Context: an optimization exercise on an open-source flow, tuned for small area. The choices shown serve that exercise and are no tape-out recipe.
At most, simulation tests tie the RTL to the original design; equivalence was not proved.
Power and IR drop assume default switching activity.

==> branch juniper <==
==> flow/design.v (excerpt) <==
module ap2_core (
    input  wire        clk,
    input  wire        rst,           
    input  wire        start,         
    input  wire [16:0] image_end,     
    output reg         mem_req,
    output reg         mem_we,
    output wire [15:0] mem_addr,
    output wire [15:0] mem_wdata,
    input  wire [15:0] mem_rdata,
    input  wire        mem_ready,
    output wire        done,          
    output wire [1:0]  stop_reason,   
    output wire [15:0] r0,
    output wire [15:0] r1,
    output wire [15:0] r2,
    output wire [15:0] r3,
    output wire [15:0] r4,
    output wire [15:0] r5,
    output wire [15:0] r6,
    output wire [15:0] r7,
    output wire [15:0] pc_out,
    output wire [15:0] sp_out,
    output wire        flag_c,
    output wire        flag_ov,
    output wire        flag_z,
    output wire        flag_s
);
Settings: LEC_CHECK=0, ABC_AREA=1, CAP_MARGIN=20, CORE_MARGIN=2, CORE_UTILIZATION=45, GPL_TIMING_DRIVEN=0, SLEW_MARGIN=20; clock period 10.0 ns.
standard.sh (not shown) runs the stock make flow with config.mk's settings and CLKGATE_MAP_FILE= SYNTH_SCRIPT=/design/flow/synth_recipe.tcl, a recipe that flattens the netlist after the stock synthesis.
==> flow/flow/run.sh <==
#!/bin/bash
# Layout flow: the standard ORFS flow (standard.sh: the standard
# synthesis, floorplan, power grid, taps, placement, CTS and routing), with
# knobs that ORFS reads from the environment:
#  - port buffers use the smallest buffer cell (buffer_ports -buffer_cell)
#    instead of the 10 um2 delay buffer ORFS picks on its own; every input
#    and output port still gets its own buffer;
#  - CTS builds the clock tree from small clock buffers and adds no dummy
#    load cells.
# standard.sh's full output goes to standard_make.log here; each ORFS step
# keeps its own log under orfs/logs/.
set -euo pipefail
export BUFFER_PORTS_ARGS="-buffer_cell sky130_fd_sc_hd__buf_1"
export CTS_ARGS="-sink_clustering_enable -repair_clock_nets -dont_use_dummy_load -buf_list {sky130_fd_sc_hd__clkbuf_8} -sink_clustering_size 24 -sink_clustering_max_diameter 50"
bash standard.sh > standard_make.log 2>&1
==> branch raven (differences from branch juniper) <==
--- a/flow/design.v
+++ b/flow/design.v
@@ -16,39 +16,26 @@
                   | ({16{yTL}} & {t[14:0], fill_l})
                   | ({16{yTR}} & {fill_r, t[15:1]})
                   | ({16{yM}}  & md)
                   | ({16{yI8}} & {8'b0, ir[7:0]})
                   | ({16{yIS}} & {8'b0, ir[10:8], ir[4:0]})
                   | ({16{yI9}} & {7'b0, ir[10:2]})
                   | ({16{yNS}} & ~s & (t | {16{yNA}}))
                   | {14'b0, y2, 1'b0};
-    wire [12:0] cy;
+    wire [16:0] cy;
     assign cy[0] = cin;
     genvar i;
     generate
-        for (i = 0; i < 12; i = i + 1) begin : g_bit
+        for (i = 0; i < 16; i = i + 1) begin : g_bit
             assign r[i]    = x[i] ^ y[i] ^ cy[i];
             assign cy[i+1] = (x[i] & y[i]) | (cy[i] & (x[i] ^ y[i]));
         end
     endgenerate
-    wire [4:0] c0, c1;
-    wire [3:0] s0, s1;
-    assign c0[0] = 1'b0;
-    assign c1[0] = 1'b1;
-    generate
-        for (i = 0; i < 4; i = i + 1) begin : g_hi
-            assign s0[i]   = x[12+i] ^ y[12+i] ^ c0[i];
-            assign c0[i+1] = (x[12+i] & y[12+i]) | (c0[i] & (x[12+i] ^ y[12+i]));
-            assign s1[i]   = x[12+i] ^ y[12+i] ^ c1[i];
-            assign c1[i+1] = (x[12+i] & y[12+i]) | (c1[i] & (x[12+i] ^ y[12+i]));
-        end
-    endgenerate
-    assign r[15:12] = cy[12] ? s1 : s0;
-    assign cout     = cy[12] ? c1[4] : c0[4];
+    assign cout = cy[16];
 endmodule
 module ap2_core (
     input  wire        clk,
     input  wire        rst,           
     input  wire        start,         
     input  wire [16:0] image_end,     
     output reg         mem_req,
     output reg         mem_we,
@@ -89,22 +76,23 @@
     reg [143:0] ring;
     reg [15:0]  T, U, ir;
     reg [3:0]   o;
     reg [3:0]   c;
     reg         fc, fov, fz, fs;
     reg [3:0]   st;
     wire [15:0] S = ring[15:0];
     wire [3:0] cls    = ir[15:12];
-    wire       is_c0  = (cls == 4'h0);
+    wire       is_nop = (ir == 16'h0000);
+    wire       is_c0  = (cls == 4'h0) && !is_nop;
     wire       is_jmp = is_c0 && ir[11];
     wire       is_psh = is_c0 && !ir[11] && (ir[1:0] == 2'b01);
     wire       is_pop = is_c0 && !ir[11] && (ir[1:0] == 2'b10);
     wire       is_cmp = is_c0 && !ir[11] && (ir[1:0] == 2'b11);
-    wire       is_rsv = is_c0 && !ir[11] && (ir[1:0] == 2'b00) && (ir[10:2] != 9'd0);
+    wire       is_rsv = is_c0 && !ir[11] && (ir[1:0] == 2'b00);
     wire       is_mov = (cls == 4'h1);
     wire       is_str = (cls == 4'h2);
     wire       is_ldr = (cls == 4'h3);
     wire       is_add = (cls == 4'h4);
     wire       is_sub = (cls == 4'h5);
     wire       is_mul = (cls == 4'h6);
     wire       is_and = (cls == 4'h7);
     wire       is_orr = (cls == 4'h8);
--- a/flow/flow/run.sh
+++ b/flow/flow/run.sh
@@ -6,10 +6,10 @@
 #    instead of the 10 um2 delay buffer ORFS picks on its own; every input
 #    and output port still gets its own buffer;
 #  - CTS builds the clock tree from small clock buffers and adds no dummy
 #    load cells.
 # standard.sh's full output goes to standard_make.log here; each ORFS step
 # keeps its own log under orfs/logs/.
 set -euo pipefail
 export BUFFER_PORTS_ARGS="-buffer_cell sky130_fd_sc_hd__buf_1"
-export CTS_ARGS="-sink_clustering_enable -repair_clock_nets -dont_use_dummy_load -buf_list {sky130_fd_sc_hd__clkbuf_8} -sink_clustering_size 24 -sink_clustering_max_diameter 50"
+export CTS_ARGS="-sink_clustering_enable -repair_clock_nets -dont_use_dummy_load -buf_list {sky130_fd_sc_hd__clkbuf_4 sky130_fd_sc_hd__clkbuf_8}"
 bash standard.sh > standard_make.log 2>&1
==> branch ember (differences from branch juniper) <==
--- a/flow/flow/run.sh
+++ b/flow/flow/run.sh
@@ -6,10 +6,10 @@
 #    instead of the 10 um2 delay buffer ORFS picks on its own; every input
 #    and output port still gets its own buffer;
 #  - CTS builds the clock tree from small clock buffers and adds no dummy
 #    load cells.
 # standard.sh's full output goes to standard_make.log here; each ORFS step
 # keeps its own log under orfs/logs/.
 set -euo pipefail
 export BUFFER_PORTS_ARGS="-buffer_cell sky130_fd_sc_hd__buf_1"
-export CTS_ARGS="-sink_clustering_enable -repair_clock_nets -dont_use_dummy_load -buf_list {sky130_fd_sc_hd__clkbuf_8} -sink_clustering_size 24 -sink_clustering_max_diameter 50"
+export CTS_ARGS="-sink_clustering_enable -repair_clock_nets -dont_use_dummy_load -buf_list {sky130_fd_sc_hd__clkbuf_8} -sink_clustering_size 20 -sink_clustering_max_diameter 60"
 bash standard.sh > standard_make.log 2>&1
==> run notes <==
metric                                                                  branch juniper  branch ember  branch raven
Status                                                        timing/DRC/antenna clean  timing/DRC/antenna clean  timing/DRC/antenna clean
Net switching fraction of the power                                             41.62%        41.95%        40.31%
Fraction of the yosys area taken by sequential cells                            59.61%        59.61%        59.62%
Die outline width                                                             153.1 um      153.1 um      153.1 um
Power Sequential                                                               1.77 mW       1.77 mW       1.81 mW
Met1 Track Usage GR                                                             32.81%        32.86%        33.18%
Placed Instance Area                                                        11,280 um2    11,280 um2    11,300 um2
Clock-pin slew of the registers on the worst-case setup and hold paths         0.10 ns       0.10 ns       0.06 ns
Setup repair after global routing missed its margin                              false         false             -
Post-layout instance count excluding filler cells                                1,497         1,492         1,520
Worst min-delay path endpoint                                                 ring[98]      ring[99]         U[11]
Required time of the critical path                                            10.30 ns      10.28 ns      10.30 ns
Worst R2R Setup Slack                                                          0.41 ns       0.43 ns       0.27 ns
Power density over the cells                                              320.5 nW/um2  317.0 nW/um2  328.3 nW/um2
Total power after layout                                                      3.780 mW      3.716 mW      4.034 mW
Count of non-CTS inverters in the layout                                           154           154           138
Complex-gate fraction of the synthesized area                                   12.24%        12.24%        13.04%

* * *

==> inputs of 12-13 <==
ap2_core, a different RTL version from the one above (not shown whole).
Design ap2_core, start of the top module:
module ap2_core (
    input  wire        clk,
    input  wire        rst,           
    input  wire        start,         
    input  wire [16:0] image_end,     
    output reg         mem_req,
    output reg         mem_we,
    output wire [15:0] mem_addr,
    output wire [15:0] mem_wdata,
    input  wire [15:0] mem_rdata,
    input  wire        mem_ready,
    output wire        done,          
    output wire [1:0]  stop_reason,   
    output wire [15:0] r0,
    output wire [15:0] r1,
    output wire [15:0] r2,
    output wire [15:0] r3,
    output wire [15:0] r4,
    output wire [15:0] r5,
    output wire [15:0] r6,
    output wire [15:0] r7,
    output wire [15:0] pc_out,
    output wire [15:0] sp_out,
    output wire        flag_c,
    output wire        flag_ov,
    output wire        flag_z,
    output wire        flag_s
);
Settings: LEC_CHECK=0, ABC_AREA=1, CAP_MARGIN=20, CORE_MARGIN=2, CORE_UTILIZATION=45, SLEW_MARGIN=20; clock period 10.0 ns.
==> flow/flow/run.sh <==
#!/bin/bash
# Layout flow: the standard ORFS flow (standard.sh, unchanged synthesis,
# floorplan, power grid, taps, placement, CTS and routing), with two knobs
# that ORFS reads from the environment:
#  - port buffers use the smallest buffer cell (buffer_ports -buffer_cell)
#    instead of the 10 um2 delay buffer ORFS picks on its own; every input
#    and output port still gets its own buffer;
#  - CTS does not add dummy load cells.
set -euo pipefail
export BUFFER_PORTS_ARGS="-buffer_cell sky130_fd_sc_hd__buf_1"
export CTS_ARGS="-sink_clustering_enable -repair_clock_nets -dont_use_dummy_load"
bash standard.sh > standard_make.log 2>&1
==> 11-19 (differences from 12-13) <==
--- a/flow/design.v
+++ b/flow/design.v
@@ -1,25 +1,36 @@
 module ap2_alu (
-    input  wire [15:0] x,
+    input  wire [15:0] s,
     input  wire [15:0] y,
+    input  wire        xen,
+    input  wire        ce,
+    input  wire        fv,
     input  wire        cin,
+    input  wire        lsel,
     output wire [15:0] r,
     output wire        cout
 );
-    wire [16:0] cy;
-    assign cy[0] = cin;
+    wire [15:0] x = s & {16{xen}};
+    wire [15:0] ci;
+    wire [15:0] co;
+    wire [15:0] sm;
+    assign ci[0] = (ce & cin) | fv;
     genvar i;
     generate
         for (i = 0; i < 16; i = i + 1) begin : g_bit
-            assign r[i]    = x[i] ^ y[i] ^ cy[i];
-            assign cy[i+1] = (x[i] & y[i]) | (cy[i] & (x[i] ^ y[i]));
+            if (i > 0) begin : g_c
+                assign ci[i] = (ce & co[i-1]) | fv;
+            end
+            assign sm[i] = x[i] ^ y[i] ^ ci[i];
+            assign co[i] = (x[i] & y[i]) | (ci[i] & (x[i] ^ y[i]));
         end
     endgenerate
-    assign cout = cy[16];
+    assign r    = lsel ? co : sm;
+    assign cout = co[15];
 endmodule
 module ap2_core (
     input  wire        clk,
     input  wire        rst,           
     input  wire        start,         
     input  wire [16:0] image_end,     
     output reg         mem_req,
     output reg         mem_we,
@@ -118,36 +129,38 @@
     wire at_end = !image_end[16] && !bw[16];
     wire [3:0] o_inc = (o == 4'd8) ? 4'd0 :
                        {o[3] ^ (o[2] & o[1] & o[0]), o[2] ^ (o[1] & o[0]), o[1] ^ o[0], !o[0]};
     wire [3:0] c_inc = {c[3] ^ (c[2] & c[1] & c[0]), c[2] ^ (c[1] & c[0]), c[1] ^ c[0], !c[0]};
     wire [3:0] c_dec = {c[3] ^ !(c[2] | c[1] | c[0]), c[2] ^ !(c[1] | c[0]), c[1] ^ !c[0], !c[0]};
     wire [4:0] k_dec_v = {ir[4] ^ !(ir[3] | ir[2] | ir[1] | ir[0]), ir[3] ^ !(ir[2] | ir[1] | ir[0]),
                           ir[2] ^ !(ir[1] | ir[0]), ir[1] ^ !ir[0], !ir[0]};
     wire [15:0] sp_addr = c[3] ? 16'h8200 : {12'h81F, c[2:0], 1'b0};
-    reg        yT, yTL, yTR, yM, yI8, yIS, yI9, y2, yNS, yNA;
-    reg        xa, xb, cin;
+    reg        yT, yTL, yTR, yM, yI8, yIS, yI9, y2;
+    reg        xen, ce, fv, cin, lsel;
     wire [15:0] R;
     wire        cout;
     wire fill_l = is_rol && T[15];
     wire fill_r = is_ror && T[0];
     wire [15:0] Y = ({16{yT}}  & T)
                   | ({16{yTL}} & {T[14:0], fill_l})
                   | ({16{yTR}} & {fill_r, T[15:1]})
                   | ({16{yM}}  & mem_rdata)
                   | ({16{yI8}} & {8'b0, ir[7:0]})
                   | ({16{yIS}} & {8'b0, ir[10:8], ir[4:0]})
                   | ({16{yI9}} & {7'b0, ir[10:2]})
-                  | ({16{yNS}} & ~S & (T | {16{yNA}}))
                   | {14'b0, y2, 1'b0};
-    wire [15:0] X = S & ((T & {16{xa}}) | (~T & {16{xb}}));
     ap2_alu u_alu (
-        .x    (X),
+        .s    (S),
         .y    (Y),
+        .xen  (xen),
+        .ce   (ce),
+        .fv   (fv),
         .cin  (cin),
+        .lsel (lsel),
         .r    (R),
         .cout (cout)
     );
     wire zero_t = (T == 16'h0000);
     wire sh_out = is_shl || is_rol ? T[15] : T[0];
     reg        rot, t_en, ir_ld, k_dec, k_set;
     reg        use_sp;
     reg [2:0]  st_n, ph_n;
@@ -165,21 +178,21 @@
         yT       = 1'b0;
         yTL      = 1'b0;
         yTR      = 1'b0;
         yM       = 1'b0;
         yI8      = 1'b0;
         yIS      = 1'b0;
         yI9      = 1'b0;
         y2       = 1'b0;
-        yNS      = 1'b0;
-        yNA      = 1'b0;
-        xa       = 1'b1;
-        xb       = 1'b1;
+        xen      = 1'b1;
+        ce       = 1'b0;
+        fv       = 1'b0;
         cin      = 1'b0;
+        lsel     = 1'b0;
         mem_req  = 1'b0;
         mem_we   = 1'b0;
         use_sp   = 1'b0;
         st_n     = st;
         ph_n     = ph;
         c_n      = c;
         fc_n     = fc;
         fov_n    = fov;
@@ -195,26 +208,27 @@
                     fc_n     = 1'b0;
                     fov_n    = 1'b0;
                     fz_n     = 1'b0;
                     fs_n     = 1'b0;
                     reason_n = 2'd0;
                 end
             end
             ST_CLR: begin
-                xa = 1'b0; xb = 1'b0;     
+                xen = 1'b0;              
                 rot = 1'b1;
                 if (o == 4'd7)
                     st_n = ST_FETCH;
             end
             ST_FETCH: begin
                 if (!at_pc) begin
                     rot = 1'b1;
                 end else begin
                     y2 = 1'b1;
+                    ce = 1'b1;
                     if (at_end) begin
                         reason_n = 2'd3;
                         st_n     = ST_HOME;
                     end else begin
                         mem_req = 1'b1;
                         if (mem_ready) begin
                             ir_ld = 1'b1;
                             rot   = 1'b1;
@@ -233,44 +247,40 @@
                     PH_B: begin
                         if (is_hlt) begin
                             reason_n = 2'd1;
                             st_n     = ST_DONE;
                         end else if (is_rsv) begin
                             reason_n = 2'd2;
                             st_n     = ST_DONE;
                         end else if (is_mov && ir[11]) begin
-                            xa  = 1'b0; xb = 1'b0;
+                            xen  = 1'b0;
                             yI8  = 1'b1;
                             t_en = 1'b1;
                             ph_n = PH_D;
                         end else if (is_str && ir[11]) begin
-                            xa  = 1'b0; xb = 1'b0;
+                            xen  = 1'b0;
                             yIS  = 1'b1;
                             t_en = 1'b1;
                             ph_n = PH_M;
                         end else if (is_pop) begin
                             if (pop_ok) begin
                                 c_n  = c_inc;
                                 ph_n = PH_M;
                             end else begin
                                 ph_n = PH_PC;
                             end
                         end else if (is_psh && !push_ok) begin
                             ph_n = PH_PC;
                         end else if (is_two || is_str || is_psh) begin
                             if (!at_n) begin
                                 rot = 1'b1;
                             end else begin
-                                if (is_sub || is_cmp) begin
-                                    xa  = 1'b0;      
-                                    xb  = 1'b0;
-                                    yNS = 1'b1;
-                                    yNA = 1'b1;
-                                end
+                                if (is_sub || is_cmp)
+                                    fv = 1'b1;       
                                 t_en = 1'b1;
                                 ph_n = PH_M;
                             end
                         end else begin
                             ph_n = PH_M;
                         end
                     end
                     PH_M: begin
@@ -280,86 +290,86 @@
                             use_sp  = 1'b1;
                             if (mem_ready) begin
                                 c_n  = c_dec;
                                 ph_n = PH_PC;
                             end
                         end else if (is_pop) begin
                             mem_req = 1'b1;
                             use_sp  = 1'b1;
-                            xa     = 1'b0; xb = 1'b0;
+                            xen     = 1'b0;
                             yM      = 1'b1;
                             if (mem_ready) begin
                                 t_en = 1'b1;
                                 ph_n = PH_D;
                             end
                         end else if (is_mov || is_ldr || is_str || is_alu || is_cmp) begin
                             if (!at_m) begin
                                 rot = 1'b1;
                             end else if (is_mov) begin
                                 t_en = 1'b1;         
                                 ph_n = PH_D;
                             end else if (is_ldr) begin
                                 mem_req = 1'b1;
-                                xa     = 1'b0; xb = 1'b0;
+                                xen     = 1'b0;
                                 yM      = 1'b1;
                                 if (mem_ready) begin
                                     t_en = 1'b1;
                                     ph_n = PH_D;
                                 end
                             end else if (is_str) begin
                                 mem_req = 1'b1;
                                 mem_we  = 1'b1;
                                 if (mem_ready)
                                     ph_n = PH_PC;
                             end else if (is_add || is_sub) begin
                                 yT    = 1'b1;
+                                ce    = 1'b1;
                                 cin   = is_sub;
                                 t_en  = 1'b1;
                                 fc_n  = cout ^ is_sub;
                                 fov_n = (S[15] == T[15]) && (R[15] != S[15]);
                                 ph_n  = PH_D;
                             end else if (is_cmp) begin
                                 yT   = 1'b1;
+                                ce   = 1'b1;
                                 cin  = 1'b1;
                                 t_en = 1'b1;         
                                 fs_n = !cout;
                                 ph_n = PH_D;
                             end else if (is_mul) begin
                                 yT    = 1'b1;
+                                ce    = 1'b1;
                                 fc_n  = cout;
                                 fov_n = (S[15] == T[15]);
                                 k_set = 1'b1;
                                 ph_n  = PH_MUL;
                             end else if (is_and || is_orr || is_xor) begin
-                                xa   = !is_xor;
-                                xb   = !is_and;
-                                yNS  = !is_and;
+                                yT   = 1'b1;
+                                lsel = !is_xor;
+                                fv   = is_orr;
                                 t_en = 1'b1;
                                 ph_n = PH_D;
                             end else if (is_not) begin
-                                xa   = 1'b0;         
-                                xb   = 1'b0;
-                                yNS  = 1'b1;
-                                yNA  = 1'b1;
+                                fv   = 1'b1;
                                 t_en = 1'b1;
                                 ph_n = PH_D;
                             end else begin  
                                 t_en = 1'b1;
                                 fc_n = 1'b0;
                                 if (is_shl)
                                     fov_n = 1'b0;
                                 ph_n = PH_SHIFT;
                             end
                         end else begin
                             ph_n = PH_PC;
                         end
                     end
                     PH_SHIFT: begin
-                        xa  = 1'b0; xb = 1'b0;
+                        xen  = 1'b0;
                         yTL  = is_shl || is_rol;
                         yTR  = !(is_shl || is_rol);
                         if (!is_rot && (k == 5'd0 || zero_t)) begin
                             if (zero_t) begin
                                 fc_n = 1'b0;
                                 if (is_shl)
                                     fov_n = 1'b0;
                             end
@@ -370,31 +380,31 @@
                             fc_n  = sh_out;
                             if (is_shl)
                                 fov_n = sh_out;
                             if (is_rot || k == 5'd1)
                                 ph_n = PH_D;
                         end
                     end
                     PH_MUL: begin
-                        xa    = U[15];
-                        xb    = U[15];
+                        xen   = U[15];
                         yTL   = !ir[4];
+                        ce    = 1'b1;
                         t_en  = 1'b1;
                         k_dec = 1'b1;
                         if (k == 5'd1) begin
                             fov_n = fov && (S[15] != R[15]);
                             ph_n  = PH_D;
                         end
                     end
                     PH_D: begin
                         if (is_mov || is_ldr || is_pop || is_alu) begin
                             rot  = 1'b1;
                             if (at_d) begin
-                                xa  = 1'b0; xb = 1'b0;
+                                xen  = 1'b0;
                                 yT   = 1'b1;
                                 if (is_alu) begin
                                     fz_n = zero_t;
                                     fs_n = T[15];
                                 end
                                 ph_n = PH_PC;
                             end
                         end else begin
@@ -403,16 +413,17 @@
                             ph_n = PH_PC;
                         end
                     end
                     default: begin  
                         if (is_jmp && jump_taken) begin
                             rot = 1'b1;
                             if (at_pc) begin
                                 yI9  = 1'b1;
+                                ce   = 1'b1;
                                 st_n = ST_FETCH;
                             end
                         end else begin
                             st_n = ST_FETCH;
                         end
                     end
                 endcase
             end
==> flow/run.sh (new file) <==
#!/bin/bash
# synth_recipe.tcl (not shown) runs the flow's synth.tcl, then flattens the netlist and writes it again
# the make line also repeats each setting of config.mk as NAME=value (left out here)
make -C /OpenROAD-flow-scripts/flow DESIGN_CONFIG=/design/flow/config.mk WORK_HOME=/design/flow/orfs CLKGATE_MAP_FILE= SYNTH_SCRIPT=/design/flow/synth_recipe.tcl finish
CORE_UTILIZATION = 60   (was 45)
removed: flow/flow/run.sh
removed: flow/standard.sh
==> 08-27 (differences from 12-13) <==
==> flow/run.sh (new file) <==
#!/bin/bash
# synth_recipe.tcl (not shown) runs the flow's synth.tcl, then flattens the netlist and writes it again
# the make line also repeats each setting of config.mk as NAME=value (left out here)
make -C /OpenROAD-flow-scripts/flow DESIGN_CONFIG=/design/flow/config.mk WORK_HOME=/design/flow/orfs CLKGATE_MAP_FILE= SYNTH_SCRIPT=/design/flow/synth_recipe.tcl finish
removed: flow/flow/run.sh
removed: flow/standard.sh
==> run notes <==
Status: 11-19 finished with violations; 12-13 finished clean; 08-27 finished clean
Layout check failures: 11-19 negative setup slack; 12-13 -; 08-27 -
IR drop worst, VDD: 11-19 0.2635 mV; 12-13 0.2490 mV; 08-27 0.2344 mV
Top layer reached by signal wires: 11-19 met5; 12-13 met4; 08-27 met4
Final core utilization: 11-19 85.05%; 12-13 55.36%; 08-27 62.42%
Clock network power: 11-19 0.000914 W; 12-13 0.000709 W; 08-27 0.000898 W
Area share of fa/ha/maj cells after synthesis: 11-19 5.848%; 12-13 5.824%; 08-27 5.824%
Syn_area_per_cell: 11-19 10.51 um2; 12-13 10.32 um2; 08-27 10.32 um2
Number of cells after detailed placement: 11-19 1501; 12-13 1556; 08-27 1548
Met3 wire length: 11-19 4650 um; 12-13 2517 um; 08-27 3049 um
Transition time of the tightest slew-check pin: 11-19 0.8773 ns; 12-13 1.006 ns; 08-27 1.073 ns
Final clock period utilization by the worst path: 11-19 110.4%; 12-13 95.67%; 08-27 94.95%
Insertion delay of the later-clocked pin in the worst-skew pair: 11-19 0.55 ns; 12-13 0.52 ns; 08-27 0.53 ns
Total design power: 11-19 0.004697 W; 12-13 0.003913 W; 08-27 0.004579 W
Post-layout net count: 11-19 1397; 12-13 1380; 08-27 1371
R2R cell count: 11-19 60; 12-13 43; 08-27 37
Wire length of the first global-routing pass: 11-19 54760 um; 12-13 49380 um; 08-27 48650 um
Std cell rows: 11-19 48; 12-13 55; 08-27 55
Buffers, non-clock: 11-19 331; 12-13 291; 08-27 280
Met2 Usage GRT: 11-19 68.63%; 12-13 43.95%; 08-27 42.58%
Startpoint of the lowest-slack register-to-register path: 11-19 ir[0]; 12-13 ir[1]; 08-27 ir[5]
Die footprint: 11-19 18400 um2; 12-13 24440 um2; 08-27 24440 um2
Via count of the first global-routing pass: 11-19 9266; 12-13 8499; 08-27 8520
Cell area after technology mapping: 11-19 10400 um2; 12-13 10440 um2; 08-27 10440 um2
Gates resized, CTS repair: 11-19 26; 12-13 0; 08-27 0
Critical path fanouts, max: 11-19 4; 12-13 7; 08-27 7
Source of the critical timing path: 11-19 ir[0]; 12-13 ir[1]; 08-27 ir[5]
The RTL of 11-19 was laid out without a check of its function.

afterwards: timing with drivers on the ports:
No port has a modelled driver above. Below, the same layouts with a new extraction and two added sets of constraints.
Step 1: set_driving_cell puts a clkbuf_16 on clk and a buf_2 on each other input, an assumption about the parent block.
Step 2 times the ports against the registers' clock, not the clock port: input delays grow and output delays shrink by t, the midpoint of the rising clock arrivals with the driver on.
Three values: ideal, step 1, step 2; two values: the first two.
run | t, ns | slack for setup (ns) | worst slew at a driven data input, ns | pins driven straight from the clock port
branch juniper | 0.575 | 0.406 / 0.406 / 0.406 | 0.08 | 1
branch raven | 0.547 | 0.271 / 0.271 / 0.271 | 0.06 | 1
branch ember | 0.549 | 0.434 / 0.434 / 0.434 | 0.07 | 1
12-13 | 0.541 | 0.433 / 0.433 / 0.433 | 0.05 | 1
11-19 | 0.576 | -1.042 / -1.042 / -1.463 | 0.08 | 1
08-27 | 0.565 | 0.505 / 0.505 / 0.192 | 0.06 | 1
The setup slack of 11-19, which loses most, moves by 0.000 ns with the drivers and by -0.421 ns with both steps.
